Optimization exercise on an open flow, not production practice. RTL: at most simulated, not proved equivalent. Power: default activity.

==> design/flow/design.v <==
module tho_xor2  (input wire a, b, output wire y);       assign y = a ^ b;             endmodule
module tho_xnor2 (input wire a, b, output wire y);       assign y = ~(a ^ b);          endmodule
module tho_and2  (input wire a, b, output wire y);       assign y = a & b;             endmodule
module tho_or2   (input wire a, b, output wire y);       assign y = a | b;             endmodule
module tho_andn  (input wire a, b, output wire y);       assign y = a & ~b;            endmodule
module tho_orn   (input wire a, b, output wire y);       assign y = a | ~b;            endmodule
module tho_nor2  (input wire a, b, output wire y);       assign y = ~(a | b);          endmodule
module tho_nand2 (input wire a, b, output wire y);       assign y = ~(a & b);          endmodule
module tho_nand3 (input wire a, b, c, output wire y);    assign y = ~(a & b & c);      endmodule
module tho_nand4 (input wire a, b, c, d, output wire y); assign y = ~(a & b & c & d);  endmodule
module tho_and4  (input wire a, b, c, d, output wire y); assign y = a & b & c & d;     endmodule
module tho_nor4  (input wire a, b, c, d, output wire y); assign y = ~(a | b | c | d);  endmodule
module tho_a21o  (input wire a, b, c, output wire y);    assign y = (a & b) | c;       endmodule
module tho_a21oi (input wire a, b, c, output wire y);    assign y = ~((a & b) | c);    endmodule
module tho_a221o (input wire a, b, c, d, e, output wire y);
    assign y = (a & b) | (c & d) | e;
endmodule
module tho_aoi222 (input wire a, b, c, d, e, f, output wire y);
    assign y = ~((a & b) | (c & d) | (e & f));
endmodule
module tho_and2b  (input wire an, b, output wire y);    assign y = ~an & b;           endmodule
module tho_or2b   (input wire a, bn, output wire y);    assign y = a | ~bn;           endmodule
module tho_and4x  (input wire a, b, c, d, output wire y); assign y = a & b & c & d;   endmodule
module tho_or3    (input wire a, b, c, output wire y);  assign y = a | b | c;         endmodule
module tho_nor3   (input wire a, b, c, output wire y);  assign y = ~(a | b | c);      endmodule
module tho_nand2b (input wire an, b, output wire y);    assign y = ~(~an & b);        endmodule
module tho_nor2b  (input wire a, bn, output wire y);    assign y = ~(a | ~bn);        endmodule
module tho_o21ai  (input wire a1, a2, b1, output wire y); assign y = ~((a1 | a2) & b1); endmodule
module tho_o21a   (input wire a1, a2, b1, output wire y); assign y = (a1 | a2) & b1;    endmodule
module tho_a22oi  (input wire a, b, c, d, output wire y); assign y = ~((a & b) | (c & d)); endmodule
module tho_alu_cell (
    input  wire [3:0] m,        
    input  wire [3:0] a,        
    input  wire [3:1] ao,       
    output wire [5:0] yl,
    output wire [5:0] ya,
    output wire [5:0] ys
);
    wire [3:0] p;                       
    wire [3:0] g, t, ng;                
    wire [3:0] h, u, nh;                
    genvar k;
    generate for (k = 0; k < 4; k = k + 1) begin : lv1
        tho_xor2   xp (.a(a[k]), .b(m[k]), .y(p[k]));
        tho_and2   xg (.a(a[k]), .b(m[k]), .y(g[k]));
        tho_or2    xt (.a(a[k]), .b(m[k]), .y(t[k]));
        tho_nand2  xn (.a(a[k]), .b(m[k]), .y(ng[k]));
        tho_and2b  xh (.an(m[k]), .b(a[k]), .y(h[k]));
        tho_or2b   xu (.a(a[k]), .bn(m[k]), .y(u[k]));
        tho_nand2b xm (.an(m[k]), .b(a[k]), .y(nh[k]));
    end endgenerate
    wire q10, q21, q210, q32, q321, q3210;
    wire c2, c3, c4, s1, s2, s3;
    tho_nand2 k10   (.a(t[1]), .b(g[0]), .y(q10));
    tho_nand2 k21   (.a(t[2]), .b(g[1]), .y(q21));
    tho_nand3 k210  (.a(t[2]), .b(t[1]), .c(g[0]), .y(q210));
    tho_nand2 k32   (.a(t[3]), .b(g[2]), .y(q32));
    tho_nand3 k321  (.a(t[3]), .b(t[2]), .c(g[1]), .y(q321));
    tho_nand4 k3210 (.a(t[3]), .b(t[2]), .c(t[1]), .d(g[0]), .y(q3210));
    tho_nand2 kc2   (.a(ng[1]), .b(q10), .y(c2));
    tho_nand3 kc3   (.a(ng[2]), .b(q21), .c(q210), .y(c3));
    tho_nand4 kc4   (.a(ng[3]), .b(q32), .c(q321), .d(q3210), .y(c4));
    tho_xnor2 as1   (.a(p[1]), .b(ng[0]), .y(s1));
    tho_xor2  as2   (.a(p[2]), .b(c2), .y(s2));
    tho_xor2  as3   (.a(p[3]), .b(c3), .y(s3));
    wire za;
    wire [3:1] zx;
    tho_xor2  az1   (.a(p[1]), .b(ao[1]), .y(zx[1]));
    tho_xor2  az2   (.a(p[2]), .b(ao[2]), .y(zx[2]));
    tho_xor2  az3   (.a(p[3]), .b(ao[3]), .y(zx[3]));
    tho_nor4  aza   (.a(p[0]), .b(zx[1]), .c(zx[2]), .d(zx[3]), .y(za));
    assign ya = {c4, za, s3, s2, s1, p[0]};
    wire r10, r21, r210, r32, r321, r3210;
    wire e2, e3, bo, d1, d2, d3;
    tho_nand2 j10   (.a(u[1]), .b(u[0]), .y(r10));
    tho_nand2 j21   (.a(u[2]), .b(h[1]), .y(r21));
    tho_nand3 j210  (.a(u[2]), .b(u[1]), .c(u[0]), .y(r210));
    tho_nand2 j32   (.a(u[3]), .b(h[2]), .y(r32));
    tho_nand3 j321  (.a(u[3]), .b(u[2]), .c(h[1]), .y(r321));
    tho_nand4 j3210 (.a(u[3]), .b(u[2]), .c(u[1]), .d(u[0]), .y(r3210));
    tho_nand2 je2   (.a(nh[1]), .b(r10), .y(e2));
    tho_nand3 je3   (.a(nh[2]), .b(r21), .c(r210), .y(e3));
    tho_and4x jbo   (.a(nh[3]), .b(r32), .c(r321), .d(r3210), .y(bo));    
    tho_xnor2 sd1   (.a(p[1]), .b(u[0]), .y(d1));
    tho_xnor2 sd2   (.a(p[2]), .b(e2), .y(d2));
    tho_xnor2 sd3   (.a(p[3]), .b(e3), .y(d3));
    wire zs;
    tho_nor4  szs   (.a(p[0]), .b(p[1]), .c(p[2]), .d(p[3]), .y(zs));
    assign ys = {bo, zs, d3, d2, d1, p[0]};
    wire zl;
    tho_nor4  lz (.a(m[0]), .b(m[1]), .c(m[2]), .d(m[3]), .y(zl));
    assign yl = {1'b0, zl, m};
endmodule
module tho_inv (input wire a, output wire y); assign y = ~a; endmodule
module tho_sel_dec (
    input  wire [3:0]  op, p1,
    input  wire        exec, rst,     
    output wire [15:0] sl, sa, ss,
    output wire [15:0] dn             
);
    wire [3:0] np;
    wire [3:0] nl, na, ns, nen;       
    wire [3:0] no;
    genvar k;
    generate for (k = 0; k < 4; k = k + 1) begin : iv
        tho_inv ip (.a(p1[k]), .y(np[k]));
        tho_inv io (.a(op[k]), .y(no[k]));
        tho_nand4 ol (.a(op[0]), .b(no[1]), .c(no[2]), .d(no[3]), .y(nl[k]));    
        tho_nand4 oa (.a(no[0]), .b(no[1]), .c(op[2]), .d(no[3]), .y(na[k]));    
        tho_nand4 os (.a(op[0]), .b(no[1]), .c(op[2]), .d(no[3]), .y(ns[k]));    
        tho_orn   oe (.a(rst), .b(exec), .y(nen[k]));
    end
    for (k = 0; k < 16; k = k + 1) begin : dec
        tho_nand4 d (.a(k & 1 ? p1[0] : np[0]), .b(k & 2 ? p1[1] : np[1]),
                     .c(k & 4 ? p1[2] : np[2]), .d(k & 8 ? p1[3] : np[3]), .y(dn[k]));
        tho_nor3  l (.a(nl[k/4]), .b(dn[k]), .c(nen[k/4]), .y(sl[k]));
        tho_nor3  s1 (.a(na[k/4]), .b(dn[k]), .c(nen[k/4]), .y(sa[k]));
        tho_nor3  s2 (.a(ns[k/4]), .b(dn[k]), .c(nen[k/4]), .y(ss[k]));
    end endgenerate
endmodule
module tho_alu_bit #(parameter NC = 1) (
    input  wire [15:0]   sl, sa, ss,    
    input  wire [15:0]   dl, da, ds,    
    input  wire [NC-1:0] h,             
    output wire [NC-1:0] y              
);
    wire [47:0] s = {ss, sa, sl};
    wire [47:0] d = {ds, da, dl};
    wire [23:0] t;
    wire [5:0]  n;
    wire [2:0]  v;
    genvar k;
    generate for (k = 0; k < 24; k = k + 1) begin : pair
        tho_a22oi g (.a(s[2*k]), .b(d[2*k]), .c(s[2*k+1]), .d(d[2*k+1]), .y(t[k]));
    end
    for (k = 0; k < 6; k = k + 1) begin : quad
        tho_nand4 g (.a(t[4*k]), .b(t[4*k+1]), .c(t[4*k+2]), .d(t[4*k+3]), .y(n[k]));
    end
    for (k = 0; k < 3; k = k + 1) begin : half
        tho_nor2 g (.a(n[2*k]), .b(n[2*k+1]), .y(v[k]));
    end endgenerate
    generate for (k = 0; k < NC; k = k + 1) begin : cp
        tho_nand4 o (.a(v[0]), .b(v[1]), .c(v[2]), .d(h[k]), .y(y[k]));
    end endgenerate
endmodule
module tho_sel16 #(parameter W = 6) (
    input  wire [15:0]     oh,
    input  wire [16*W-1:0] d,
    output reg  [W-1:0]    y
);
    integer k;
    always @(*) begin
        y = {W{1'b0}};
        for (k = 0; k < 16; k = k + 1)
            y = y | ({W{oh[k]}} & d[W*k +: W]);
    end
endmodule
module tho_memw (
    input  wire       dn,        
    input  wire       nw,        
    input  wire       rst,
    input  wire [3:0] wd,        
    input  wire [3:0] m,         
    output wire [3:0] y
);
    wire we, hd;
    tho_nor2 w (.a(nw), .b(dn), .y(we));
    tho_nor2 h (.a(we), .b(rst), .y(hd));
    genvar k;
    generate for (k = 0; k < 4; k = k + 1) begin : b
        wire yn;
        tho_a22oi g (.a(we), .b(wd[k]), .c(hd), .d(m[k]), .y(yn));
        tho_inv   i (.a(yn), .y(y[k]));
    end endgenerate
endmodule
module tho_ctl (
    input  wire [3:0] op,
    input  wire       exec, jt,
    input  wire       sel_ge,     
    input  wire       inc_ge,     
    input  wire       keep1,      
    input  wire       rs0, rst,
    output wire       rs1_n, rs0_n,
    output wire       stop        
);
    wire ill = (op >= 4'd13);
    wire hlt = (op == 4'd12);
    wire adv = (op <= 4'd11);
    wire nge = jt ? sel_ge : inc_ge;
    assign rs1_n = ~rst & (keep1 | (exec & (ill | (adv & nge))));
    assign rs0_n = ~rst & (rs0 | (exec & (ill | hlt)));
    assign stop  = exec & (ill | hlt | (adv & nge));
endmodule
module tho_jt (input wire [3:0] op, input wire zf, cf, output wire jt);
    wire [3:0] no;
    wire ncf, nzf, n6, n7, n8, n9, n10, u1, u2;
    genvar k;
    generate for (k = 0; k < 4; k = k + 1) begin : iv
        tho_inv i (.a(op[k]), .y(no[k]));
    end endgenerate
    tho_inv   ic (.a(cf), .y(ncf));
    tho_inv   iz (.a(zf), .y(nzf));
    tho_nand4 d6  (.a(no[3]), .b(op[2]), .c(op[1]), .d(no[0]), .y(n6));
    tho_nand4 d7  (.a(no[3]), .b(op[2]), .c(op[1]), .d(op[0]), .y(n7));
    tho_nand4 d8  (.a(op[3]), .b(no[2]), .c(no[1]), .d(no[0]), .y(n8));
    tho_nand4 d9  (.a(op[3]), .b(no[2]), .c(no[1]), .d(op[0]), .y(n9));
    tho_nand4 d10 (.a(op[3]), .b(no[2]), .c(op[1]), .d(no[0]), .y(n10));
    tho_o22a  c1  (.a1(n7), .a2(ncf), .b1(n8), .b2(cf), .y(u1));    
    tho_o22a  c2  (.a1(n9), .a2(nzf), .b1(n10), .b2(zf), .y(u2));   
    tho_nand3 o   (.a(n6), .b(u1), .c(u2), .y(jt));
endmodule
module tho_o22a (input wire a1, a2, b1, b2, output wire y); assign y = (a1 | a2) & (b1 | b2); endmodule
module tho_mx2  (input wire s, a, b, output wire y);         assign y = s ? b : a;            endmodule
module tho_eq8 (input wire [7:0] a, b, output wire y); assign y = (a == b); endmodule
module tho_and3 (input wire a, b, c, output wire y);  assign y = a & b & c; endmodule
module tho_inc8 (input wire [7:0] a, output wire [7:0] y);
    wire [7:1] c;
    assign c[1] = a[0];
    tho_and2  c2 (.a(a[0]), .b(a[1]), .y(c[2]));
    tho_and3  c3 (.a(a[0]), .b(a[1]), .c(a[2]), .y(c[3]));
    tho_and4x c4 (.a(a[0]), .b(a[1]), .c(a[2]), .d(a[3]), .y(c[4]));
    tho_and2  c5 (.a(c[4]), .b(a[4]), .y(c[5]));
    tho_and3  c6 (.a(c[4]), .b(a[4]), .c(a[5]), .y(c[6]));
    tho_and4x c7 (.a(c[4]), .b(a[4]), .c(a[5]), .d(a[6]), .y(c[7]));
    tho_inv   s0 (.a(a[0]), .y(y[0]));
    genvar k;
    generate for (k = 1; k < 8; k = k + 1) begin : s
        tho_xor2 x (.a(a[k]), .b(c[k]), .y(y[k]));
    end endgenerate
endmodule
module tho_tk (input wire [4:0] c, input wire zf, cf, output wire y);
    assign y = c[0] | (c[1] & cf) | (c[2] & ~cf) | (c[3] & zf) | (c[4] & ~zf);
endmodule
module tho_predsel (
    input  wire       eq0, eq1,         
    input  wire       v0, v1,           
    input  wire       rs,
    input  wire [3:0] t0, t1,
    input  wire [7:0] finc,
    input  wire [7:0] ov,
    input  wire       rst,
    input  wire [7:0] rv,
    output wire [7:0] y
);
    wire s0 = eq0 & v0, s1 = eq1 & v1;
    wire sn = ~(s0 | s1);
    wire [7:0] pr;
    assign pr[3:0] = ({4{s0}} & t0) | ({4{s1}} & t1) | ({4{sn}} & finc[3:0]);
    assign pr[7:4] = {4{sn}} & finc[7:4];
    assign y = rst ? rv : (rs ? ov : pr);
endmodule
module tho_core (
    input  wire        clk,
    input  wire        rst,           
    input  wire [7:0]  prog_len,      
    output wire [7:0]  imem_addr,     
    input  wire [15:0] imem_data,     
    output reg         retire_valid,  
    output reg         out_valid,     
    output reg  [3:0]  out_data,      
    output reg  [1:0]  run_state,     
    output reg  [3:0]  fault_op,
    output reg  [7:0]  fault_pc,
    output reg  [3:0]  acc,
    output reg         zf,
    output reg         cf,
    output reg  [7:0]  pc,
    output wire [63:0] mem            
);
    localparam [1:0] RS_RUNNING = 2'd0,
                     RS_HALTED  = 2'd1,
                     RS_ENDED   = 2'd2,
                     RS_FAULTED = 2'd3;
    localparam NB = 2;
    reg [63:0] dmem;
    reg [15:0] accx;       
    reg [7:0]  fa;         
    reg        wv;         
    reg [7:0]  pc1;        
    reg        pc_ge;      
    reg        rn;         
    reg [15:0] tlt;        
    reg [7:0]  plm1;       
    reg        rst_d, rst_dd;
    reg [NB-1:0] bv;
    reg [7:0]    btag [0:NB-1];
    reg [4:0]    bcnd [0:NB-1];    
    reg [3:0]    btgt [0:NB-1];
    reg [NB-1:0] rr;         
    reg          cur_hit;    
    assign mem       = dmem;
    assign imem_addr = fa;
    wire [3:0] op = imem_data[15:12];
    wire [3:0] p1 = imem_data[11:8];
    wire [3:0] p2 = imem_data[7:4];
    wire running = (run_state == RS_RUNNING);
    wire exec    = rn & wv;
    integer i;
    wire [16*6-1:0] cl, ca, cs;
    wire [12:1] ao;
    genvar g;
    generate
        for (g = 0; g < 4; g = g + 1) begin : alu_ao
            assign ao[3*g+1] = accx[4*g];
            tho_or2  ao2 (.a(accx[4*g+1]), .b(accx[4*g]), .y(ao[3*g+2]));
            tho_or3  ao3 (.a(accx[4*g+2]), .b(accx[4*g+1]), .c(accx[4*g]), .y(ao[3*g+3]));
        end
        for (g = 0; g < 16; g = g + 1) begin : alu_cell
            tho_alu_cell u (.m(dmem[4*g +: 4]), .a(accx[4*(g/4) +: 4]), .ao(ao[3*(g/4)+1 +: 3]),
                            .yl(cl[6*g +: 6]), .ya(ca[6*g +: 6]), .ys(cs[6*g +: 6]));
        end
    endgenerate
    wire is_lda = (op == 4'd1);
    wire is_sta = (op == 4'd2);
    wire is_sto = (op == 4'd3);
    wire is_add = (op == 4'd4);
    wire is_sub = (op == 4'd5);
    wire is_out = (op == 4'd11);
    wire is_hlt = (op == 4'd12);
    wire is_ill = (op >= 4'd13);
    wire is_jmp = (op >= 4'd6) && (op <= 4'd10);
    wire is_alu = is_lda | is_add | is_sub;
    wire is_adv = (op <= 4'd11);            
    wire       nrst   = ~rst;
    wire [15:0] sl, sa, ss;
    wire [15:0] dn;
    tho_sel_dec sd (.op(op), .p1(p1), .exec(exec), .rst(rst), .sl(sl), .sa(sa), .ss(ss), .dn(dn));
    wire [5:0] alu_d;
    wire [15:0] accx_d;
    wire [5:0] alu_q = {cf, zf, acc};
    generate
        for (g = 0; g < 6; g = g + 1) begin : alu_out
            wire [15:0] dl, da, ds;
            wire        h;
            genvar c;
            for (c = 0; c < 16; c = c + 1) begin : col
                assign dl[c] = cl[6*c + g];
                assign da[c] = ca[6*c + g];
                assign ds[c] = cs[6*c + g];
            end
            wire xa;                     
            tho_nand2 hx (.a(exec), .b(is_alu), .y(xa));
            if (g == 4) begin : hz       
                wire hq;
                tho_nand2 hq0 (.a(alu_q[g]), .b(xa), .y(hq));
                tho_and2  hg (.a(hq), .b(nrst), .y(h));
                tho_alu_bit u (.sl(sl), .sa(sa), .ss(ss), .dl(dl), .da(da), .ds(ds), .h(h), .y(alu_d[g]));
            end else if (g == 5) begin : hc
                tho_nand3 hg (.a(alu_q[g]), .b(xa), .c(nrst), .y(h));
                tho_alu_bit u (.sl(sl), .sa(sa), .ss(ss), .dl(dl), .da(da), .ds(ds), .h(h), .y(alu_d[g]));
            end else begin : ha
                wire [4:0] h5;
                tho_nand3 hg0 (.a(acc[g]), .b(xa), .c(nrst), .y(h5[0]));
                genvar c2;
                for (c2 = 0; c2 < 4; c2 = c2 + 1) begin : hx
                    tho_nand3 hg (.a(accx[4*c2 + g]), .b(xa), .c(nrst), .y(h5[c2+1]));
                end
                tho_alu_bit #(.NC(5)) u (.sl(sl), .sa(sa), .ss(ss), .dl(dl), .da(da), .ds(ds), .h(h5),
                                         .y({accx_d[12+g], accx_d[8+g], accx_d[4+g], accx_d[g], alu_d[g]}));
            end
        end
    endgenerate
    wire [15:0] tk = {5'd0, ~zf, zf, ~cf, cf, 1'b1, 6'd0};
    wire        jt;
    tho_jt tj (.op(op), .zf(zf), .cf(cf), .jt(jt));
    wire       inc_ge = (pc == plm1);                    
    wire       seq_ok = (fa == pc1);                     
    wire       tgt_ok = (fa[7:4] == 4'd0) & (fa[3:0] == p1);
    wire [7:0] next_pc = jt ? {4'd0, p1} : pc1;
    wire [7:0] next_pc1 = jt ? ({4'd0, p1} + 8'd1) : (pc1 + 8'd1);
    wire [15:0] gtk;
    wire [3:0]  gq;
    wire        sel_ge;
    genvar gk;
    generate
        for (gk = 0; gk < 16; gk = gk + 1) begin : ge_t
            tho_nor2 u (.a(dn[gk]), .b(tlt[gk]), .y(gtk[gk]));
        end
        for (gk = 0; gk < 4; gk = gk + 1) begin : ge_q
            tho_nor4 u (.a(gtk[4*gk]), .b(gtk[4*gk+1]), .c(gtk[4*gk+2]), .d(gtk[4*gk+3]), .y(gq[gk]));
        end
    endgenerate
    tho_nand4 ge_o (.a(gq[0]), .b(gq[1]), .c(gq[2]), .d(gq[3]), .y(sel_ge));
    wire rs1_n, rs0_n, stop;
    tho_ctl ctl (.op(op), .exec(exec), .jt(jt), .sel_ge(sel_ge), .inc_ge(inc_ge),
                 .keep1(run_state[1] | (pc_ge & ~run_state[0])), .rs0(run_state[0]), .rst(rst),
                 .rs1_n(rs1_n), .rs0_n(rs0_n), .stop(stop));
    integer e;
    wire [NB-1:0] eq_v, hit_v, tk_v, vt_v;
    genvar ge;
    generate for (ge = 0; ge < NB; ge = ge + 1) begin : bl
        tho_eq8  c (.a(btag[ge]), .b(fa), .y(eq_v[ge]));
        tho_and2 h (.a(bv[ge]), .b(eq_v[ge]), .y(hit_v[ge]));
        tho_tk   t (.c(bcnd[ge]), .zf(zf), .cf(cf), .y(tk_v[ge]));
        tho_and2 s (.a(bv[ge]), .b(tk_v[ge]), .y(vt_v[ge]));
    end endgenerate
    wire       phit = |hit_v;
    wire [7:0] finc, fa_seq, fa_tgt;
    wire       r2  = rst_d & ~rst_dd;      
    tho_inc8    fi (.a(fa), .y(finc));
    tho_predsel ps (.eq0(eq_v[0]), .eq1(eq_v[1]), .v0(vt_v[0]), .v1(vt_v[1]), .rs(wv & ~seq_ok),
                    .t0(btgt[0]), .t1(btgt[1]), .finc(finc), .ov(pc1), .rst(rst), .rv({7'd0, r2}), .y(fa_seq));
    tho_predsel pt (.eq0(eq_v[0]), .eq1(eq_v[1]), .v0(vt_v[0]), .v1(vt_v[1]), .rs(wv & ~tgt_ok),
                    .t0(btgt[0]), .t1(btgt[1]), .finc(finc), .ov({4'd0, p1}), .rst(rst), .rv({7'd0, r2}), .y(fa_tgt));
    wire [8:0] f_seq  = {rst ? r2 : (~wv | seq_ok), fa_seq};
    wire [8:0] f_tgt  = {rst ? r2 : (~wv | tgt_ok), fa_tgt};
    wire [8:0] f_d;
    genvar fk;
    generate for (fk = 0; fk < 9; fk = fk + 1) begin : fmx
        tho_mx2 m (.s(jt), .a(f_seq[fk]), .b(f_tgt[fk]), .y(f_d[fk]));
    end endgenerate
    wire        nw = ~(exec & (is_sta | is_sto));
    wire [3:0]  wd = is_sto ? p2 : acc;
    wire [63:0] dmem_d;
    generate
        for (g = 0; g < 16; g = g + 1) begin : mw
            tho_memw u (.dn(dn[g]), .nw(nw), .rst(rst), .wd(wd), .m(dmem[4*g +: 4]), .y(dmem_d[4*g +: 4]));
        end
    endgenerate
    always @(posedge clk) begin
        run_state <= {rs1_n, rs0_n};
        fa <= f_d[7:0];
        wv <= f_d[8];
        rn <= rst ? (prog_len != 8'd0) : (rn & ~stop);
        dmem <= dmem_d;
        acc <= alu_d[3:0];
        accx <= accx_d;
        zf  <= alu_d[4];
        cf  <= alu_d[5];
    end
    always @(posedge clk) begin
        rst_d  <= rst;
        rst_dd <= rst_d;
        if (rst) begin
            pc           <= 8'd0;
            pc1          <= 8'd1;
            fault_op     <= 4'd0;
            fault_pc     <= 8'd0;
            retire_valid <= 1'b0;
            out_valid    <= 1'b0;
            out_data     <= 4'd0;
            plm1         <= prog_len - 8'd1;
            pc_ge        <= (prog_len == 8'd0);
            for (i = 0; i < 16; i = i + 1)
                tlt[i] <= (i[7:0] < prog_len);
            bv           <= {NB{1'b0}};
            rr           <= {{(NB-1){1'b0}}, 1'b1};
            cur_hit      <= 1'b0;
        end else begin
            cur_hit <= phit;
            retire_valid <= exec & (is_adv | is_hlt);
            out_valid    <= exec & is_out;
            if (exec & is_out)
                out_data <= acc;
            if (exec & is_adv) begin
                pc  <= next_pc;
                pc1 <= next_pc1;
            end
            if (exec & is_ill) begin
                fault_op <= op;
                fault_pc <= pc;
            end
            if (exec & is_jmp & ~cur_hit) begin
                for (e = 0; e < NB; e = e + 1) begin
                    if (rr[e]) begin
                        bv[e]   <= 1'b1;
                        btag[e] <= pc;
                        bcnd[e] <= {op == 4'd10, op == 4'd9, op == 4'd8, op == 4'd7, op == 4'd6};
                        btgt[e] <= p1;
                    end
                end
                rr <= {rr[NB-2:0], rr[NB-1]};
            end
        end
    end
endmodule
==> design/flow/run.sh <==
#!/bin/bash
# synth_recipe.tcl (not shown) runs the flow's synth.tcl, then flattens the netlist and writes it again
# the make line also repeats each setting of config.mk as NAME=value (left out here)
make -C /OpenROAD-flow-scripts/flow DESIGN_CONFIG=/design/flow/config.mk WORK_HOME=/design/flow/orfs CLKGATE_MAP_FILE= SYNTH_SCRIPT=/design/flow/synth_recipe.tcl finish
==> design/flow/config.mk <==
export PLATFORM = sky130hd
export DESIGN_NAME = tho_core
export DESIGN_NICKNAME = tho_core
export VERILOG_FILES = /design/flow/design.v
export SDC_FILE = /design/flow/constraint.sdc
export NUM_CORES = 4
export LEC_CHECK = 0
export CAP_MARGIN = 20
export CORE_MARGIN = 2
export CORE_UTILIZATION = 40
export SETUP_SLACK_MARGIN = 2.7
export SLEW_MARGIN = 20
export SYNTH_HIERARCHICAL = 1
==> design/flow/constraint.sdc <==
create_clock -name core_clock -period 4.5 [get_ports {clk}]
set_input_delay 0.9000 -clock core_clock [delete_from_list [all_inputs] [get_ports {clk}]]
set_output_delay 0.9000 -clock core_clock [all_outputs]
set_load 0.01 [all_outputs]
==> reports/qor.tcl, run 1 <==
set qor(dr.first_iter.drc_count) 1460
set qor(worst_r2r_startpoint) {accx[4]}
set qor(power_frac_seq_pct) 42.3
set qor(cts_max_path_buffers) 2
set qor(worst_ir_drop_vdd_mv) 0.291
set qor(worstMarginPinSlew_ns) 0.746
set qor(multi_input_comb_area_mm2) 0.0142
set qor(area.sequential_mm2) 0.00495
set qor(synth_cells) 2281
set qor(asyncSetResetFlopFracSynth_pct) 0
set qor(max-cap-violations) 0
set qor(power.clock.fraction_pct) 37.1
set qor(largest_net_degree_at_the_start_of_global_routing) 53
set qor(grt_antenna_before_repair) 0
set qor(start_util_pct) 40.3
set qor(synth_enable_flop_cells) 59
set qor(power_switching_share_pct) 31.2
set qor(place.detailed.instances) 2809
set qor(finalClockSkew_ns) 0.0175
set qor(insertedDiodeCount) 0
set qor(vias) 17775
set qor(design_area_mm2) 0.0254
set qor(die_area_mm2) 0.0509
set qor(chipWidth_um) 226
set qor(io-pin-count) 132
set qor(grt_pass1_vias) 16768
set qor(syn_avg_cell_area_um2) 8.61
set qor(firstDrtPassIters) 6
set qor(ys_ff_latch) 198
set qor(p_total_uw) 4490
set qor(rr_worst_depth) 8
set qor(post_route_setup_tns_ns) 0
set qor(tritoncts) {done}
set qor(reg2reg_setup_slack_ns) 2.38
set qor(hold_path.class) {reg2reg}
set qor(grt-ovfl-total) 0
set qor(setup_cp_type) {in2reg}
set qor(maxSlewViolCount) 0
set qor(fp.coreArea_mm2) 0.0487
set qor(synth.distinct_cells) 60
set qor(setup_viol) 0
set qor(htree_levels) 4
set qor(routed_antenna_nets) 0
set qor(layoutNonFillerInstCount) 3125
set qor(power_density_mw_per_mm2) 177
set qor(synth-warning-count) 13
set qor(latest_clock_arrival_within_the_worst_skew_pair_ns) 0.51
set qor(nFillCells) 4332
set qor(detail_route.wirelength_um) 70500
set qor(cell_internal_pwr_uw) 3090
set qor(path_max_fanout) 4
set qor(relSlewSlack_pct) 50.2
set qor(placementRows) 81
set qor(finalHoldViolCount) 0
set qor(port-buffer-count) 127
set qor(synth_top_flop_cell) {dfxtp_1}
set qor(cts-buffers-inserted) 17
set qor(grt_setup_unrepaired) {true}
set qor(cts_hold_repair.buffers) 0
set qor(clock_sink_count) 198
set qor(final_min_period_over_clock_period_pct) 48.1
set qor(mappedNetlistArea_mm2) 0.0196
set qor(p_sw_uw) 1400
set qor(hold-path-endpoint) {rst_dd}
set qor(fin_crit_ns) 2.16
set qor(area_delta_synth_final_pct) 29.5
set qor(dieHeight_um) 226
set qor(final_net_count) 2479
set qor(drive_gt1_share_pct) 46.0
set qor(finalHoldWorstSlack_ns) 0.369
set qor(cp.required_ns) 4.90
set qor(comb_power_share_pct) 20.6
set qor(cts-root-buf) {clkbuf_16}
set qor(arrival_ns) 2.56
set qor(timing.hold.worst_path_depth) 0
set qor(grt_pass1_wl_um) 103000
set qor(detailed_place_hpwl_um) 44700
set qor(setup.worst_path.end_class) {flop}
set qor(grtUsageTotal_pct) 26.8
set qor(fmax_mhz) 462
set qor(dpl_cell_area_mm2) 0.0201
set qor(detail_route.wl_per_cell_um) 22.6
set qor(clkTransAtPathRegs_ns) 0.09
set qor(vias_per_cell) 5.69
set qor(drc_errors) 0
set qor(synth.yosys.seq_area_share_pct) 23.2
set qor(power.leakage_uw) 0.0110
set qor(status) {no timing/DRC/antenna violations}
set qor(hp_start) {rst_d}
set qor(worst_setup_path_start_kind) {primary input}
set qor(worst_r2r_endpoint) {zf}
set qor(routabilityCongestion) 0.946
[power groups by stage]
stage	logic, µW	registers (µW)	clock network [µW]
after floorplan	376	1990	0
after global placement	548	2010	0
after detailed placement	560	2010	0
after CTS	833	1900	1680
after global routing	977	1910	1750
final	926	1900	1670
[layout make-up]
type	count	share of cell area, %
clock buffer	21	1.94
clock inverter	11	0.467
inverter	96	1.64
multi-input combinational	1705	55.9
sequential	198	19.5
tap	664	3.27
timing repair buffer	427	17.2
timing repair inverter	3	0.0886
[through the flow]
stage          setup WS (ns)  utilization [%]
6_report                2.34             52.2
5_1_grt                 2.29             52.2
4_1_cts                 2.40             50.5
3_5_place_dp           0.610             41.2
3_3_place_gp           0.728             41.2
2_1_floorplan           2.13                -
[sequential cells by signal, indices dropped and copies added, names as in the netlist, 2 cells and up]
register,flops
fault_pc,8
fa,8
plm1,8
acc,4
pc1,8
run_state,2
out_data,4
bcnd,10
fault_op,4
btag,16
dmem,64
rr,2
btgt,8
bv,2
accx,16
tlt,16
pc,8
[Yosys cell counts (18+ instances only)]
| master | instances | area share (%) |
|---|---|---|
| buf_4 | 289 | 11 |
| nand2_1 | 238 | 4.5 |
| a22oi_2 | 208 | 13 |
| xor2_1 | 166 | 7.4 |
| nand4_1 | 148 | 4.7 |
| dfxtp_1 | 139 | 14 |
| nand3_1 | 136 | 3.5 |
| nand2b_1 | 125 | 4.0 |
| nor2_1 | 111 | 2.1 |
| inv_1 | 95 | 1.8 |
| xnor2_1 | 93 | 4.1 |
| edfxtp_1 | 59 | 9.0 |
| and2_1 | 58 | 1.8 |
| or2_1 | 53 | 1.7 |
| nor4_2 | 52 | 3.3 |
| nor3_2 | 49 | 2.5 |
| nor2b_4 | 32 | 2.2 |
| mux2i_1 | 23 | 1.2 |
| and4_1 | 18 | 0.80 |
[routing by layer]
layer  share of wire [%]  global-route usage (%)  vias to the layer above
li1                    -                       -                     8161
met1                  41                    34.0                     8744
met2                  47                    44.2                      712
met3                 7.4                    5.15                      158
met4                 4.3                    11.8                        0
met5                   0                       0                        -
[how the worst max path moves through the flow]
stage / startpoint / endpoint / slack (ns) / depth (start not counted)
2_1_floorplan: imem_data[15] / bcnd[0][0] / 2.13 / 4
3_3_place_gp: imem_data[11] / accx[7] / 0.73 / 8
3_5_place_dp: imem_data[11] / acc[3] / 0.61 / 8
4_1_cts: accx[6] / acc[3] / 2.40 / 9
5_1_grt: accx[13] / accx[15] / 2.29 / 9
6_report: imem_data[13] / dmem[42] / 2.34 / 10
[worst max-delay path, cell delays in order]
cell        delay [ns]
buf_12            0.10
buf_8             0.11
clkinvlp_4        0.10
buf_6             0.14
or4_4             0.60
buf_6             0.17
nor2_4            0.14
nor2_4            0.06
a22oi_2           0.16
inv_1             0.07
[cell usage in the layout (no fill, tap or decap), types with 56 or more instances in the layout]
cell | synthesis | final
a22oi_2 | 208 | 212
buf_4 | 289 | 201
buf_6 | 0 | 152
dfxtp_4 | 0 | 100
edfxtp_1 | 59 | 59
inv_1 | 95 | 80
nand2_1 | 238 | 237
nand2b_1 | 125 | 114
nand3_1 | 136 | 128
nand4_1 | 148 | 148
nor2_1 | 111 | 56
xnor2_1 | 93 | 82
xor2_1 | 166 | 127
[cells by family (layout without fill, tap and decap cells)]
kind of cell | Yosys count | count (layout) | share of synthesized area, %
xor+xnor | 259 | 259 | 11.6
flops | 198 | 198 | 23.2
buf+inv | 402 | 558 | 13.3
simple gates | 1066 | 1069 | 32.8
fa+ha+maj | 5 | 5 | 0.319
mux | 37 | 41 | 2.15
compound gates | 297 | 297 | 16.4
other cells | 17 | 34 | 0.325
[per-module statistics from Yosys, one instance, submodules excluded, excerpt]
module       cells inside  cell area, µm²  times used
tho_nand3               1            5.00         118
tho_predsel            38             240           2
tho_core              448            6090           1
tho_eq8                11            86.3           2
tho_tk                  3            27.5           2
tho_and2b               1            13.8          32
tho_o22a                1            8.76           2
tho_or2b                1            6.26          64
[timing repair]
| action | in CTS | in global routing |
|---|---|---|
| buffers inserted | 241 | 27 |
| gates resized for setup | 1052 | 110 |
| hold endpoints to repair | 0 | 0 |
| endpoints found under the setup margin | 301 | 258 |
| cloned | 13 | 3 |
| pin swaps | 96 | 72 |
Testbench counts, summed over its fixed seeds: cycles 74,218.
==> inputs of run 2 (changes only) <==
--- a/design/flow/design.v
+++ b/design/flow/design.v
@@ -409,12 +409,21 @@
     generate for (fk = 0; fk < 9; fk = fk + 1) begin : fmx
         tho_mx2 m (.s(jt), .a(f_seq[fk]), .b(f_tgt[fk]), .y(f_d[fk]));
     end endgenerate
-    wire        nw = ~(exec & (is_sta | is_sto));
-    wire [3:0]  wd = is_sto ? p2 : acc;
+    wire [3:0]  nw;
+    wire [3:0]  nop;
+    wire [3:0]  wd;
+    genvar wk;
+    generate for (wk = 0; wk < 4; wk = wk + 1) begin : wen
+        tho_inv   i (.a(op[wk]), .y(nop[wk]));
+    end
+    for (wk = 0; wk < 4; wk = wk + 1) begin : wcp
+        tho_nand4 n (.a(exec), .b(nop[3]), .c(nop[2]), .d(op[1]), .y(nw[wk]));
+        tho_mx2   m (.s(op[0]), .a(acc[wk]), .b(p2[wk]), .y(wd[wk]));
+    end endgenerate
     wire [63:0] dmem_d;
     generate
         for (g = 0; g < 16; g = g + 1) begin : mw
-            tho_memw u (.dn(dn[g]), .nw(nw), .rst(rst), .wd(wd), .m(dmem[4*g +: 4]), .y(dmem_d[4*g +: 4]));
+            tho_memw u (.dn(dn[g]), .nw(nw[g/4]), .rst(rst), .wd(wd), .m(dmem[4*g +: 4]), .y(dmem_d[4*g +: 4]));
         end
     endgenerate
     always @(posedge clk) begin
==> run 2 against run 1 <==
- first-iteration DRC count grew 0.75%
- utilization increased by 0.89 points
- worst setup slack worse by 0.12 ns
- clock skew increased by 0.014 ns
- global-route usage shrank 1.6 points
- final area is 1.9% higher
- worst hold slack got worse by 0.017 ns
- largest power group unchanged
- via count increased by 0.98%
- non-clock buffer count rose by 66
- largest cell class unchanged
==> reports/qor.tcl, run 2 <==
set qor(status) {no timing/DRC/antenna violations}
set qor(synth_cells) 2287 ;# +0.26%
set qor(ys_ff_latch) 198 ;# unchanged
set qor(port-buffer-count) 127 ;# unchanged
set qor(clock_sink_count) 198 ;# unchanged
set qor(most_common_cell_in_the_netlist) {buf_4}
set qor(dieHeight_um) 226 ;# +0.25%
set qor(drive_gt1_share_pct) 46.8 ;# +0.79 points
set qor(relSlewSlack_pct) 57.8 ;# +7.5 points
set qor(largest_register) {dmem}
set qor(detailed_place_hpwl_um) 43600 ;# -2.3%
set qor(post_route_setup_tns_ns) 0 ;# unchanged
set qor(path_max_fanout) 8 ;# +4
set qor(final_common_cell) {buf_4}
set qor(reg2reg_setup_slack_ns) 2.29 ;# -0.09 ns
set qor(finalClockSkew_ns) 0.0317 ;# +0.0143 ns
set qor(worst_ir_drop_vdd_mv) 0.232 ;# -20%
set qor(drc_errors) 0 ;# unchanged
set qor(syn_avg_cell_area_um2) 8.63 ;# +0.25%
set qor(io-pin-count) 132 ;# unchanged
set qor(largest_net_degree_at_the_start_of_global_routing) 42 ;# -21%
set qor(cts_max_path_buffers) 2 ;# unchanged
set qor(timing.hold.worst_path_depth) 0 ;# unchanged
set qor(synth.distinct_cells) 59 ;# -1.7%
set qor(synth.yosys.seq_area_share_pct) 23.1 ;# -0.12 points
set qor(cts-buffers-inserted) 17 ;# unchanged
set qor(setup_cp_type) {in2reg}
set qor(chipWidth_um) 226 ;# +0.25%
set qor(area_delta_synth_final_pct) 31.3
set qor(vias_per_cell) 5.63 ;# -1.1%
set qor(max-cap-violations) 0 ;# unchanged
set qor(fp.coreArea_mm2) 0.0488 ;# +0.21%
set qor(setup.worst_path.end_class) {flop}
set qor(finalHoldViolCount) 0 ;# unchanged
set qor(detail_route.wirelength_um) 67800 ;# -3.9%
set qor(start_util_pct) 40.4 ;# +0.12 points
set qor(synth_top_flop_cell) {dfxtp_1}
set qor(synth-warning-count) 13 ;# unchanged
set qor(final_net_count) 2545 ;# +2.7%
set qor(hold_path.class) {reg2reg}
set qor(synth_enable_flop_cells) 59 ;# unchanged
set qor(htree_levels) 4 ;# unchanged
set qor(grt_antenna_before_repair) 0 ;# unchanged
set qor(routabilityCongestion) 0.948 ;# +0.23%
set qor(maxSlewViolCount) 0 ;# unchanged
set qor(worst_setup_path_start_kind) {primary input}
set qor(routed_antenna_nets) 0 ;# unchanged
set qor(grt_pass1_vias) 16871 ;# +0.61%
set qor(timing.final.ws_setup_ns) 2.22 ;# -0.118 ns
set qor(placementRows) 81 ;# unchanged
set qor(mappedNetlistArea_mm2) 0.0197 ;# +0.52%
set qor(leading_cell_types_by_total_area_after_synthesis) {dfxtp_1, a22oi_2, buf_4}
set qor(worstMarginPinSlew_ns) 0.633 ;# -0.113 ns
set qor(tritoncts) {done}
set qor(netlist_top_cells_count) {buf_4, nand2_1, a22oi_2, xor2_1, nand4_1}
set qor(detail_route.wl_per_cell_um) 21.2 ;# -5.9%
set qor(largest_register_ff_count) 64 ;# unchanged
set qor(grt_setup_unrepaired) {true}
set qor(fin_crit_ns) 2.28 ;# +0.118 ns
set qor(clkTransAtPathRegs_ns) 0.09 ;# about the same
set qor(power.leakage_uw) 0.0113 ;# +2.8%
set qor(grtUsageTotal_pct) 25.2 ;# -1.6 points
set qor(dr.first_iter.drc_count) 1471 ;# +0.75%
set qor(power_density_mw_per_mm2) 178 ;# +0.69%
set qor(cp.required_ns) 4.87 ;# -0.03 ns
set qor(firstDrtPassIters) 6 ;# unchanged
set qor(cts-root-buf) {clkbuf_16}
set qor(latest_clock_arrival_within_the_worst_skew_pair_ns) 0.52 ;# about the same
set qor(die_area_mm2) 0.0511 ;# +0.51%
set qor(setup_viol) 0 ;# unchanged
set qor(vias) 17949 ;# +0.98%
set qor(dp_worst_setup_slack_ns) 0.778 ;# +0.169 ns
set qor(fmax_mhz) 438 ;# -5.2%
set qor(asyncSetResetFlopFracSynth_pct) 0 ;# unchanged
set qor(grt_pass1_wl_um) 98800 ;# -3.8%
set qor(cts_hold_repair.buffers) 0 ;# unchanged
set qor(rr_worst_depth) 9 ;# +1
set qor(synth_largest_area_cell) {dfxtp_1}
set qor(layout.cells.most_common_list) {buf_4, nand2_1, a22oi_2}
set qor(synthDominantCellAreaShare_pct) 14.1 ;# -0.073 points
set qor(insertedDiodeCount) 0 ;# unchanged
set qor(final_min_period_over_clock_period_pct) 50.7 ;# +2.6 points
set qor(arrival_ns) 2.65 ;# +0.09 ns
set qor(grt-ovfl-total) 0 ;# unchanged
run 2: final cells by class:
type | instances | area (µm²)
multi-input cells | 1701 | 14000
flip-flops and latches | 198 | 4950
repair buffers | 493 | 5040
well taps | 664 | 831
inverters | 100 | 460
fillers | 4351 | 22900
clock buffers | 19 | 454
clock inverters | 13 | 170
repair inverters | 2 | 15.0
run 2: cells by family after synthesis:
family / share of synthesized area [%]
xor+xnor: 11.6
simple gates: 32.7
mux: 2.21
flops: 23.1
buf+inv: 13.4
compound gates: 16.3
other cells: 0.323
fa+ha+maj: 0.380
run 2: critical path, stage by stage:
cell        delay (ns)
buf_12            0.09
clkinvlp_4        0.18
buf_6             0.17
nand4_1           0.16
buf_6             0.20
nor3_4            0.09
a22oi_2           0.19
nand4_1           0.23
nor2_2            0.28
nand4_1           0.14
run 2: metrics by stage:
stage	hold WS [ns]	utilization, %	power [µW]	cell area [µm²]	std cells
2_1_floorplan	0.324	-	2430	20400	2304
3_3_place_gp	0.330	41.7	2620	20400	2809
3_5_place_dp	0.334	41.7	2630	20400	2809
4_1_cts	0.353	50.4	4520	24600	3113
5_1_grt	0.365	53.1	4770	25900	3190
6_report	0.352	53.1	4610	25900	3190
run 2: path summary, 6_finish.rpt:
check | endpoint | start
max | accx[11] | imem_data[10]
min reg2reg | rst_dd | rst_d
min | rst_dd | rst_d
max reg2reg | accx[11] | accx[10]
run 2: Yosys stat by module, one instance, submodules excluded, a selection:
module / copies in the design / cell area, µm² / cells / flops+latches
tho_and2: 55 / 6.26 / 1 / 0
tho_and2b: 32 / 13.8 / 1 / 0
tho_and3: 2 / 6.26 / 1 / 0
tho_and4x: 18 / 8.76 / 1 / 0
tho_eq8: 2 / 86.3 / 11 / 0
tho_inv: 81 / 3.75 / 1 / 0
tho_nand2b: 48 / 6.26 / 1 / 0
tho_nor2: 66 / 3.75 / 1 / 0
tho_nor3: 48 / 10.0 / 1 / 0
tho_nor4: 52 / 12.5 / 1 / 0
tho_o22a: 2 / 8.76 / 1 / 0
tho_or2: 52 / 6.26 / 1 / 0
tho_orn: 4 / 6.26 / 1 / 0
tho_predsel: 2 / 240 / 38 / 0
run 2: routing by layer:
metal	GRT usage [%]	part of all wire, %	up-vias
li1	-	-	8309
met1	32.5	41	8751
met2	41.3	48	708
met3	4.11	6.3	181
met4	11.6	4.7	0
met5	0	0	-
run 2: report_power, final:
group	internal, µW	leakage, µW	switching (µW)
registers	1850	0.00178	62.2
logic	483	0.00921	530
clock network	835	0.000304	856
run 2: what timing repair did:
| item | CTS | global route |
|---|---|---|
| buffers inserted | 263 | 74 |
| endpoints found under the hold margin | 0 | 0 |
| pin swaps | 123 | 122 |
| gates cloned | 9 | 3 |
| gates resized for setup | 1003 | 150 |
| endpoints found under the setup margin | 313 | 246 |
Testbench counts of run 2, summed over its fixed seeds: cycles 74,218.
==> inputs of run 3 (changes only) <==
--- a/design/flow/design.v
+++ b/design/flow/design.v
@@ -26,6 +26,7 @@
 module tho_nand2b (input wire an, b, output wire y);    assign y = ~(~an & b);        endmodule
 module tho_nor2b  (input wire a, bn, output wire y);    assign y = ~(a | ~bn);        endmodule
 module tho_o21ai  (input wire a1, a2, b1, output wire y); assign y = ~((a1 | a2) & b1); endmodule
+module tho_o211ai (input wire a1, a2, b1, c1, output wire y); assign y = ~((a1 | a2) & b1 & c1); endmodule
 module tho_o21a   (input wire a1, a2, b1, output wire y); assign y = (a1 | a2) & b1;    endmodule
 module tho_a22oi  (input wire a, b, c, d, output wire y); assign y = ~((a & b) | (c & d)); endmodule
 module tho_alu_cell (
@@ -51,7 +52,7 @@
     end endgenerate
     wire q10, q21, q210, q32, q321, q3210;
     wire c2, c3, c4, s1, s2, s3;
-    tho_nand2 k10   (.a(t[1]), .b(g[0]), .y(q10));
+    tho_o211ai k10  (.a1(a[1]), .a2(m[1]), .b1(a[0]), .c1(m[0]), .y(q10));
     tho_nand2 k21   (.a(t[2]), .b(g[1]), .y(q21));
     tho_nand3 k210  (.a(t[2]), .b(t[1]), .c(g[0]), .y(q210));
     tho_nand2 k32   (.a(t[3]), .b(g[2]), .y(q32));
@@ -128,18 +129,18 @@
     wire [47:0] d = {ds, da, dl};
     wire [23:0] t;
     wire [5:0]  n;
-    wire [2:0]  v;
     genvar k;
     generate for (k = 0; k < 24; k = k + 1) begin : pair
         tho_a22oi g (.a(s[2*k]), .b(d[2*k]), .c(s[2*k+1]), .d(d[2*k+1]), .y(t[k]));
     end
     for (k = 0; k < 6; k = k + 1) begin : quad
         tho_nand4 g (.a(t[4*k]), .b(t[4*k+1]), .c(t[4*k+2]), .d(t[4*k+3]), .y(n[k]));
-    end
-    for (k = 0; k < 3; k = k + 1) begin : half
-        tho_nor2 g (.a(n[2*k]), .b(n[2*k+1]), .y(v[k]));
     end endgenerate
     generate for (k = 0; k < NC; k = k + 1) begin : cp
+        wire [2:0] v;
+        tho_nor2  g0 (.a(n[0]), .b(n[1]), .y(v[0]));
+        tho_nor2  g1 (.a(n[2]), .b(n[3]), .y(v[1]));
+        tho_nor2  g2 (.a(n[4]), .b(n[5]), .y(v[2]));
         tho_nand4 o (.a(v[0]), .b(v[1]), .c(v[2]), .d(h[k]), .y(y[k]));
     end endgenerate
 endmodule
==> run 3 against run 2 <==
- still clean on timing, DRC and antenna
- non-clock buffer count fell by 15
- count of clock-buffer cells in the layout fell by 1
- utilization fell by 0.45 points
- wire length grew 2.0%
- clock power shrank 4%
- clock skew down 0.015 ns
- sequential power is essentially flat
- flip-flop and latch count unchanged
- final area up 1.2%
- synthesized area up 1.6%
- sequential share of layout area down 0.20 points
- critical path type unchanged
- highest routed layer unchanged
==> reports/qor.tcl, run 3 <==
set qor(finalHoldViolCount) 0 ;# unchanged
set qor(mappedNetlistArea_mm2) 0.0201 ;# +1.6%
set qor(largest_register) {dmem}
set qor(htree_levels) 4 ;# unchanged
set qor(layoutNonFillerInstCount) 3234 ;# +1.4%
set qor(setup.worst_path.end_class) {flop}
set qor(worstMarginPinSlew_ns) 0.804 ;# +0.170 ns
set qor(grt_pass1_vias) 17643 ;# +4.6%
set qor(detail_route.wl_per_cell_um) 21.4 ;# +0.60%
set qor(groute.layer.met1.usage_pct) 33.4 ;# +0.87 points
set qor(detail_route.wirelength_um) 69100 ;# +2.0%
set qor(synthAdderAreaFrac_pct) 0.374 ;# -0.0061 points
set qor(area_delta_synth_final_pct) 30.8
set qor(largest_net_degree_at_the_start_of_global_routing) 75 ;# +79%
set qor(final_common_cell) {buf_4}
set qor(main_combinational_cell_family_by_area_after_synthesis) {simple AND/OR/NAND/NOR gates}
set qor(cp.required_ns) 4.88 ;# about the same
set qor(relSlewSlack_pct) 46.1 ;# -12 points
set qor(placementRows) 82 ;# +1.2%
set qor(slowest_delay_ns) 0.19 ;# -0.09 ns
set qor(clock_sink_count) 198 ;# unchanged
set qor(p_sw_uw) 1450 ;# about the same
set qor(setup_cp_type) {in2reg}
set qor(die_area_mm2) 0.0520 ;# +1.6%
set qor(vias_per_cell) 5.71 ;# +1.5%
set qor(place.detailed.instances) 2876 ;# +2.4%
set qor(cell_internal_pwr_uw) 3040 ;# -3.9%
set qor(design_area_mm2) 0.0262 ;# +1.2%
set qor(dpl_cell_area_mm2) 0.0208 ;# +1.9%
set qor(power.clock.fraction_pct) 36.2 ;# -0.5 points
set qor(insertedDiodeCount) 0 ;# unchanged
set qor(max-cap-violations) 0 ;# unchanged
set qor(power.leakage_uw) 0.0114 ;# +0.67%
set qor(setup_viol) 0 ;# unchanged
set qor(drc_errors) 0 ;# unchanged
set qor(synth_simple_gate_area_share_pct) 32.8 ;# +0.076 points
set qor(arrival_ns) 2.58 ;# -0.07 ns
set qor(post-route-util_pct) 52.6 ;# -0.45 points
set qor(cts-buffers-inserted) 17 ;# unchanged
set qor(grt-ovfl-total) 0 ;# unchanged
set qor(final_min_period_over_clock_period_pct) 49.0 ;# -1.7 points
set qor(power_switching_share_pct) 32.3 ;# +0.87 points
set qor(grt_pass1_wl_um) 104000 ;# +5.4%
set qor(clkTransAtPathRegs_ns) 0.08 ;# about the same
set qor(drive_gt1_share_pct) 46.4 ;# -0.42 points
set qor(synthXorXnorAreaFrac_pct) 11.4 ;# -0.18 points
set qor(synth.yosys.seq_area_share_pct) 22.7 ;# -0.37 points
set qor(worst_setup_path_start_kind) {primary input}
set qor(final_net_count) 2581 ;# +1.4%
set qor(maxSlewViolCount) 0 ;# unchanged
set qor(status) {no timing/DRC/antenna violations}
set qor(io-pin-count) 132 ;# unchanged
set qor(finalClockSkew_ns) 0.0168 ;# -0.0149 ns
set qor(most_common_cell_in_the_netlist) {buf_4}
set qor(path_max_fanout) 8 ;# unchanged
set qor(chipWidth_um) 228 ;# +0.79%
set qor(fmax_mhz) 454 ;# +3.5%
set qor(firstDrtPassIters) 5 ;# -1
set qor(power_frac_seq_pct) 42.2 ;# +0.8 points
set qor(power_density_mw_per_mm2) 171 ;# -3.8%
set qor(post_synth_mux_area_share_pct) 2.18 ;# -0.035 points
set qor(cts-root-buf) {clkbuf_16}
set qor(compound_cell_area_share_of_the_yosys_netlist_pct) 17.0 ;# +0.74 points
set qor(grt_antenna_before_repair) 0 ;# unchanged
set qor(crit_path_start) {imem_data[10]}
set qor(hold_path.class) {reg2reg}
set qor(post_route_setup_tns_ns) 0 ;# unchanged
set qor(ys_ff_latch) 198 ;# unchanged
set qor(timing.final.ws_setup_ns) 2.30 ;# +0.0770 ns
set qor(worst_r2r_startpoint) {dmem[46]}
set qor(synth_enable_flop_cells) 59 ;# unchanged
set qor(tritoncts) {done}
set qor(synth_largest_area_cell) {dfxtp_1}
set qor(synthDominantCellAreaShare_pct) 13.9 ;# -0.23 points
set qor(worst_ir_drop_vdd_mv) 0.229 ;# -1.7%
set qor(synth.distinct_cells) 60 ;# +1.7%
set qor(synth_cells) 2335 ;# +2.1%
set qor(netlist_top_cells_count) {buf_4, nand2_1, a22oi_2, xor2_1, nor2_1}
set qor(fin_crit_ns) 2.20 ;# -0.0770 ns
set qor(asyncSetResetFlopFracSynth_pct) 0 ;# unchanged
set qor(synth-warning-count) 13 ;# unchanged
set qor(dieHeight_um) 228 ;# +0.79%
set qor(grt_setup_unrepaired) {true}
set qor(slowest_cell_on_the_critical_path) {clkinvlp_4}
set qor(grtUsageTotal_pct) 25.5 ;# +0.25 points
set qor(dr.first_iter.drc_count) 1832 ;# +25%
set qor(comb_power_share_pct) 21.6 ;# -0.4 points
set qor(hp_start) {rst_d}
set qor(detailed_place_hpwl_um) 44300 ;# +1.4%
set qor(port-buffer-count) 127 ;# unchanged
set qor(synth_top_flop_cell) {dfxtp_1}
set qor(grtUsageMet3_pct) 4.21 ;# +0.10 points
set qor(syn_avg_cell_area_um2) 8.59 ;# -0.47%
set qor(dp_worst_setup_slack_ns) 0.754 ;# -0.0241 ns
set qor(vias) 18476 ;# +2.9%
set qor(layout.cells.most_common_list) {buf_4, nand2_1, a22oi_2}
set qor(grt.met2_usage_pct) 42.2 ;# +0.93 points
set qor(start_util_pct) 40.2 ;# -0.18 points
set qor(fp.coreArea_mm2) 0.0499 ;# +2.1%
set qor(cts_max_path_buffers) 2 ;# unchanged
set qor(routabilityCongestion) 0.955 ;# +0.66%
set qor(grt_busiest_layer) {met2}
set qor(ordered_list_of_cells_on_the_worst_path) {buf_12 -> clkinvlp_4 -> buf_6 -> nand4_1 -> buf_6 -> nor3_4 -> buf_12 -> a22oi_2 -> nand4_1 -> buf_6 -> nor2_1 -> nand4_1}
set qor(routed_antenna_nets) 0 ;# unchanged
set qor(latest_clock_arrival_within_the_worst_skew_pair_ns) 0.50 ;# -0.02 ns
set qor(nFillCells) 4409 ;# +1.3%
set qor(leading_cell_types_by_total_area_after_synthesis) {dfxtp_1, a22oi_2, buf_4}
set qor(largest_register_ff_count) 64 ;# unchanged
run 3: cell types whose count changed after synthesis, sizes merged:
cell | before | now
nand2 | 235 | 219
nor2 | 110 | 158
o211ai | 2 | 18
run 3: power groups by stage:
stage          logic (µW)  clock network (µW)  registers [µW]
5_1_grt              1020                1720            1900
3_3_place_gp          602                   0            2020
4_1_cts               883                1660            1900
2_1_floorplan         431                   0            1990
3_5_place_dp          615                   0            2020
6_report              970                1620            1900
run 3: timing repair:
item                                     CTS  global route
pin swaps                                128           110
buffers inserted                         255            58
gates cloned                              12             1
hold buffers                               0             0
endpoints found under the setup margin   334           263
gates resized for setup                 1038            97
run 3: layout make-up:
class	count	area, µm²	area share, %
Clock buffer	18	429	1.64
Clock inverter	14	174	0.663
Inverter	100	460	1.76
Multi-Input combinational cell	1751	14400	55.0
Sequential cell	198	4960	18.9
Tap cell	672	841	3.21
Timing Repair Buffer	478	4910	18.7
Timing Repair inverter	3	20.0	0.0763
run 3: metrics by stage:
| stage | hold WS [ns] | total power (µW) |
|---|---|---|
| 3_3_place_gp | 0.330 | 2620 |
| 6_report | 0.358 | 4490 |
| 3_5_place_dp | 0.337 | 2630 |
| 4_1_cts | 0.358 | 4440 |
| 2_1_floorplan | 0.324 | 2430 |
| 5_1_grt | 0.378 | 4640 |
run 3: metal layers:
metal | up-vias | wire [µm]
met4 | 0 | 2400
met5 | - | 0
met3 | 148 | 5150
met2 | 800 | 33100
met1 | 9097 | 28400
li1 | 8431 | -
run 3: Yosys stat by module (local to each module, per instance), excerpt:
module	cells	flip-flops and latches	copies in the design	cell area, µm²
tho_a22oi	1	0	208	12.5
tho_alu_cell	19	0	16	139
tho_core	444	198	1	6100
tho_nor4	1	0	52	12.5
tho_nand2	1	0	183	3.75
tho_tk	3	0	2	27.5
tho_predsel	38	0	2	240
tho_or2	1	0	52	6.26
run 3: final timing paths:
kind         slack [ns]  depth (start not counted)      to
min reg2reg        0.36                          0  rst_dd
max                2.30                         12  acc[2]
max reg2reg        2.38                         10  acc[3]
min                0.36                          0  rst_dd
run 3: cells by family after synthesis:
group | Yosys count
compound gates | 316
xor+xnor | 261
fa+ha+maj | 6
buf+inv | 408
flops | 198
mux | 37
other cells | 17
simple gates | 1092
run 3: critical path, delay by kind of cell:
family	cells	cell delay, ns
buffers and inverters	6	0.96
AND/OR/NAND/NOR	5	0.57
AO/OA/AOI/OAI	1	0.14
Testbench counts of run 3, summed over its fixed seeds: cycles 74,218.
==> inputs of run 4 (changes only) <==
--- a/design/flow/design.v
+++ b/design/flow/design.v
@@ -26,7 +26,6 @@
 module tho_nand2b (input wire an, b, output wire y);    assign y = ~(~an & b);        endmodule
 module tho_nor2b  (input wire a, bn, output wire y);    assign y = ~(a | ~bn);        endmodule
 module tho_o21ai  (input wire a1, a2, b1, output wire y); assign y = ~((a1 | a2) & b1); endmodule
-module tho_o211ai (input wire a1, a2, b1, c1, output wire y); assign y = ~((a1 | a2) & b1 & c1); endmodule
 module tho_o21a   (input wire a1, a2, b1, output wire y); assign y = (a1 | a2) & b1;    endmodule
 module tho_a22oi  (input wire a, b, c, d, output wire y); assign y = ~((a & b) | (c & d)); endmodule
 module tho_alu_cell (
@@ -52,7 +51,7 @@
     end endgenerate
     wire q10, q21, q210, q32, q321, q3210;
     wire c2, c3, c4, s1, s2, s3;
-    tho_o211ai k10  (.a1(a[1]), .a2(m[1]), .b1(a[0]), .c1(m[0]), .y(q10));
+    tho_nand2 k10   (.a(t[1]), .b(g[0]), .y(q10));
     tho_nand2 k21   (.a(t[2]), .b(g[1]), .y(q21));
     tho_nand3 k210  (.a(t[2]), .b(t[1]), .c(g[0]), .y(q210));
     tho_nand2 k32   (.a(t[3]), .b(g[2]), .y(q32));
@@ -112,11 +111,18 @@
         tho_orn   oe (.a(rst), .b(exec), .y(nen[k]));
     end
     for (k = 0; k < 16; k = k + 1) begin : dec
+        wire dl, da, ds;
         tho_nand4 d (.a(k & 1 ? p1[0] : np[0]), .b(k & 2 ? p1[1] : np[1]),
                      .c(k & 4 ? p1[2] : np[2]), .d(k & 8 ? p1[3] : np[3]), .y(dn[k]));
-        tho_nor3  l (.a(nl[k/4]), .b(dn[k]), .c(nen[k/4]), .y(sl[k]));
-        tho_nor3  s1 (.a(na[k/4]), .b(dn[k]), .c(nen[k/4]), .y(sa[k]));
-        tho_nor3  s2 (.a(ns[k/4]), .b(dn[k]), .c(nen[k/4]), .y(ss[k]));
+        tho_nand4 e0 (.a(k & 1 ? p1[0] : np[0]), .b(k & 2 ? p1[1] : np[1]),
+                      .c(k & 4 ? p1[2] : np[2]), .d(k & 8 ? p1[3] : np[3]), .y(dl));
+        tho_nand4 e1 (.a(k & 1 ? p1[0] : np[0]), .b(k & 2 ? p1[1] : np[1]),
+                      .c(k & 4 ? p1[2] : np[2]), .d(k & 8 ? p1[3] : np[3]), .y(da));
+        tho_nand4 e2 (.a(k & 1 ? p1[0] : np[0]), .b(k & 2 ? p1[1] : np[1]),
+                      .c(k & 4 ? p1[2] : np[2]), .d(k & 8 ? p1[3] : np[3]), .y(ds));
+        tho_nor3  l (.a(nl[k/4]), .b(dl), .c(nen[k/4]), .y(sl[k]));
+        tho_nor3  s1 (.a(na[k/4]), .b(da), .c(nen[k/4]), .y(sa[k]));
+        tho_nor3  s2 (.a(ns[k/4]), .b(ds), .c(nen[k/4]), .y(ss[k]));
     end endgenerate
 endmodule
 module tho_alu_bit #(parameter NC = 1) (
@@ -129,18 +135,18 @@
     wire [47:0] d = {ds, da, dl};
     wire [23:0] t;
     wire [5:0]  n;
+    wire [2:0]  v;
     genvar k;
     generate for (k = 0; k < 24; k = k + 1) begin : pair
         tho_a22oi g (.a(s[2*k]), .b(d[2*k]), .c(s[2*k+1]), .d(d[2*k+1]), .y(t[k]));
     end
     for (k = 0; k < 6; k = k + 1) begin : quad
         tho_nand4 g (.a(t[4*k]), .b(t[4*k+1]), .c(t[4*k+2]), .d(t[4*k+3]), .y(n[k]));
+    end
+    for (k = 0; k < 3; k = k + 1) begin : half
+        tho_nor2 g (.a(n[2*k]), .b(n[2*k+1]), .y(v[k]));
     end endgenerate
     generate for (k = 0; k < NC; k = k + 1) begin : cp
-        wire [2:0] v;
-        tho_nor2  g0 (.a(n[0]), .b(n[1]), .y(v[0]));
-        tho_nor2  g1 (.a(n[2]), .b(n[3]), .y(v[1]));
-        tho_nor2  g2 (.a(n[4]), .b(n[5]), .y(v[2]));
         tho_nand4 o (.a(v[0]), .b(v[1]), .c(v[2]), .d(h[k]), .y(y[k]));
     end endgenerate
 endmodule
==> run 4 against run 3 <==
- still clean on timing, DRC and antenna
- utilization shrank 0.89 points
- sequential share of layout area grew 0.28 points
- combinational power grew 6%
- synthesized cell count is the same
- worst setup slack lost 0.14 ns
- global-route usage grew 0.75 points
- total power grew 1.1%
- count of clock-buffer cells in the layout grew 1
- register-to-register slack lost 0.18 ns
- wire length grew 3.3%
- critical path type unchanged
- critical endpoint is now accx[3]
- largest power group unchanged
==> reports/qor.tcl, run 4 <==
set qor(status) {no timing/DRC/antenna violations}
set qor(ys_ff_latch) 198 ;# unchanged
set qor(slowest_cell_on_the_critical_path) {nor2_2}
set qor(synth.distinct_cells) 59 ;# -1.7%
set qor(grtUsageTotal_pct) 26.2 ;# +0.75 points
set qor(drive_gt1_share_pct) 43.6 ;# -2.8 points
set qor(fp.coreArea_mm2) 0.0498 ;# -0.21%
set qor(cts-root-buf) {clkbuf_16}
set qor(cts-buffers-inserted) 17 ;# unchanged
set qor(dr.first_iter.drc_count) 1845 ;# +0.71%
set qor(path_max_fanout) 13 ;# +5
set qor(worstMarginPinSlew_ns) 0.589 ;# -0.215 ns
set qor(power_density_mw_per_mm2) 176 ;# +3.0%
set qor(post_route_setup_tns_ns) 0 ;# unchanged
set qor(post_synth_mux_area_share_pct) 2.18 ;# about the same
set qor(fin_crit_ns) 2.34 ;# +0.140 ns
set qor(final_min_period_over_clock_period_pct) 52.1 ;# +3.1 points
set qor(mappedNetlistArea_mm2) 0.0200 ;# about the same
set qor(worst_ir_drop_vdd_mv) 0.285 ;# +25%
set qor(cp_top_family) {simple AND/OR/NAND/NOR gates}
set qor(largest_register) {dmem}
set qor(vias_per_cell) 5.79 ;# +1.4%
set qor(area.sequential_mm2) 0.00494 ;# -0.43%
set qor(dieHeight_um) 228 ;# about the same
set qor(arrival_ns) 2.66 ;# +0.08 ns
set qor(chipWidth_um) 228 ;# about the same
set qor(final_common_cell) {nand2_1}
set qor(vias) 18543 ;# +0.36%
set qor(detail_route.wirelength_um) 71400 ;# +3.3%
set qor(grt_pass1_vias) 17838 ;# +1.1%
set qor(detail_route.wl_per_cell_um) 22.3 ;# +4.4%
set qor(largest_register_ff_count) 64 ;# unchanged
set qor(grt_busiest_layer) {met2}
set qor(largest_net_degree_at_the_start_of_global_routing) 61 ;# -19%
set qor(synthXorXnorAreaFrac_pct) 11.4 ;# about the same
set qor(cts_hold_repair.buffers) 0 ;# unchanged
set qor(layoutNonFillerInstCount) 3200 ;# -1.1%
set qor(synth_largest_area_cell) {dfxtp_1}
set qor(clock_sink_count) 198 ;# unchanged
set qor(finalHoldViolCount) 0 ;# unchanged
set qor(synth_cells) 2335 ;# unchanged
set qor(grt-ovfl-total) 0 ;# unchanged
set qor(synth_simple_gate_area_share_pct) 33.7 ;# +0.93 points
set qor(hold_path.class) {reg2reg}
set qor(port-buffer-count) 127 ;# unchanged
set qor(compound_cell_area_share_of_the_yosys_netlist_pct) 16.1 ;# -0.98 points
set qor(htree_levels) 4 ;# unchanged
set qor(layout.cells.most_common_list) {nand2_1, a22oi_2, buf_4}
set qor(power.leakage_uw) 0.0111 ;# -2.0%
set qor(setup_cp_type) {in2reg}
set qor(insertedDiodeCount) 0 ;# unchanged
set qor(drc_errors) 0 ;# unchanged
set qor(setup.worst_path.end_class) {flop}
set qor(nFillCells) 4319 ;# -2.0%
set qor(latest_clock_arrival_within_the_worst_skew_pair_ns) 0.48 ;# -0.02 ns
set qor(placementRows) 82 ;# unchanged
set qor(tritoncts) {done}
set qor(most_common_cell_in_the_netlist) {buf_4}
set qor(cp.required_ns) 4.82 ;# -0.06 ns
set qor(finalHoldWorstSlack_ns) 0.350 ;# -0.00774 ns
set qor(syn_avg_cell_area_um2) 8.58 ;# about the same
set qor(fmax_mhz) 427 ;# -6.0%
set qor(start_util_pct) 40.3 ;# +0.043 points
set qor(main_combinational_cell_family_by_area_after_synthesis) {simple AND/OR/NAND/NOR gates}
set qor(finalClockSkew_ns) 0.0131 ;# -0.00377 ns
set qor(ordered_list_of_cells_on_the_worst_path) {buf_12 -> inv_1 -> nand4_1 -> buf_4 -> nor3_4 -> buf_12 -> a22oi_2 -> nand4_1 -> nor2_2 -> nand4_1}
set qor(relSlewSlack_pct) 60.7 ;# +15 points
set qor(maxSlewViolCount) 0 ;# unchanged
set qor(routabilityCongestion) 0.925 ;# -3.1%
set qor(slowest_delay_ns) 0.28 ;# +0.09 ns
set qor(io-pin-count) 132 ;# unchanged
run 4: cells by family (layout without fill, tap and decap cells):
| family | after synthesis | after routing |
|---|---|---|
| xor gates and xnor gates | 261 | 261 |
| DFF | 198 | 198 |
| muxes | 37 | 38 |
| buffers and inverters | 408 | 579 |
| and+or+nand+nor | 1108 | 1112 |
| AOI/OAI and AO/OA | 300 | 300 |
| other | 17 | 34 |
| adders and majority gates | 6 | 6 |
run 4: repair_timing:
item / CTS / global route
endpoints found under the setup margin: 309 / 264
setup buffers: 251 / 28
gates resized for setup: 999 / 97
pin swaps: 111 / 94
gates cloned: 21 / 2
run 4: routing by layer:
metal	part of all wire (%)	vias up
met3	7.9	203
met4	4.5	4
met2	46	818
met5	0.038	-
met1	41	9068
li1	-	8450
run 4: per-module statistics from Yosys, one instance, submodules excluded, excerpt:
| module | flip-flops and latches | copies in the design | cell area, µm² | cells |
|---|---|---|---|---|
| tho_xnor2 | 0 | 64 | 8.76 | 1 |
| tho_ctl | 0 | 1 | 55.1 | 10 |
| tho_and2 | 0 | 55 | 6.26 | 1 |
| tho_alu_cell | 0 | 16 | 139 | 19 |
| tho_a22oi | 0 | 208 | 12.5 | 1 |
| tho_o22a | 0 | 2 | 8.76 | 1 |
| tho_nor4 | 0 | 52 | 12.5 | 1 |
| tho_tk | 0 | 2 | 27.5 | 3 |
| tho_core | 198 | 1 | 6100 | 444 |
| tho_nor3 | 0 | 48 | 10.0 | 1 |
| tho_nand3 | 0 | 118 | 5.00 | 1 |
run 4: power by group:
| part | leakage (µW) | internal [µW] | switching [µW] |
|---|---|---|---|
| Sequential | 0.00178 | 1850 | 61.9 |
| Combinational | 0.00907 | 479 | 554 |
| Clock | 0.000294 | 779 | 817 |
run 4: metrics by stage:
stage	cell area [µm²]	util [%]	worst slack (ns)	power (µW)
3_3_place_gp	20400	41.0	0.880	2630
6_report	25700	51.7	2.16	4540
4_1_cts	25100	50.3	2.34	4470
5_1_grt	25700	51.7	2.09	4680
2_1_floorplan	20400	-	2.11	2420
3_5_place_dp	20400	41.0	0.813	2640
run 4: area by class of cell:
| cell class | count | area share (%) |
|---|---|---|
| Timing Repair inverter | 5 | 0.146 |
| Multi-Input combinational cell | 1751 | 54.9 |
| Clock buffer | 19 | 1.76 |
| Clock inverter | 13 | 0.569 |
| Timing Repair Buffer | 442 | 18.4 |
| Inverter | 100 | 1.74 |
| Sequential cell | 198 | 19.2 |
| Tap cell | 672 | 3.27 |
run 4: worst reg2reg max path: stages, from the launching register on:
cell and delay [ns]:
dfxtp_4 0.38, nand2_4 0.12, clkinv_8 0.11, buf_8 0.17, nand2b_4 0.19, buf_12 0.18, nor3_4 0.08, a22oi_2 0.20
nand4_1 0.25, nor2_2 0.29, nand4_1 0.17
run 4: path summary, 6_finish.rpt:
path | slack [ns] | end | cells after the start | from
min reg2reg | 0.35 | rst_dd | 0 | rst_d
max reg2reg | 2.20 | accx[3] | 10 | wv
max | 2.16 | accx[3] | 10 | imem_data[12]
min | 0.35 | rst_dd | 0 | rst_d
Testbench counts of run 4, summed over its fixed seeds: cycles 74,218.
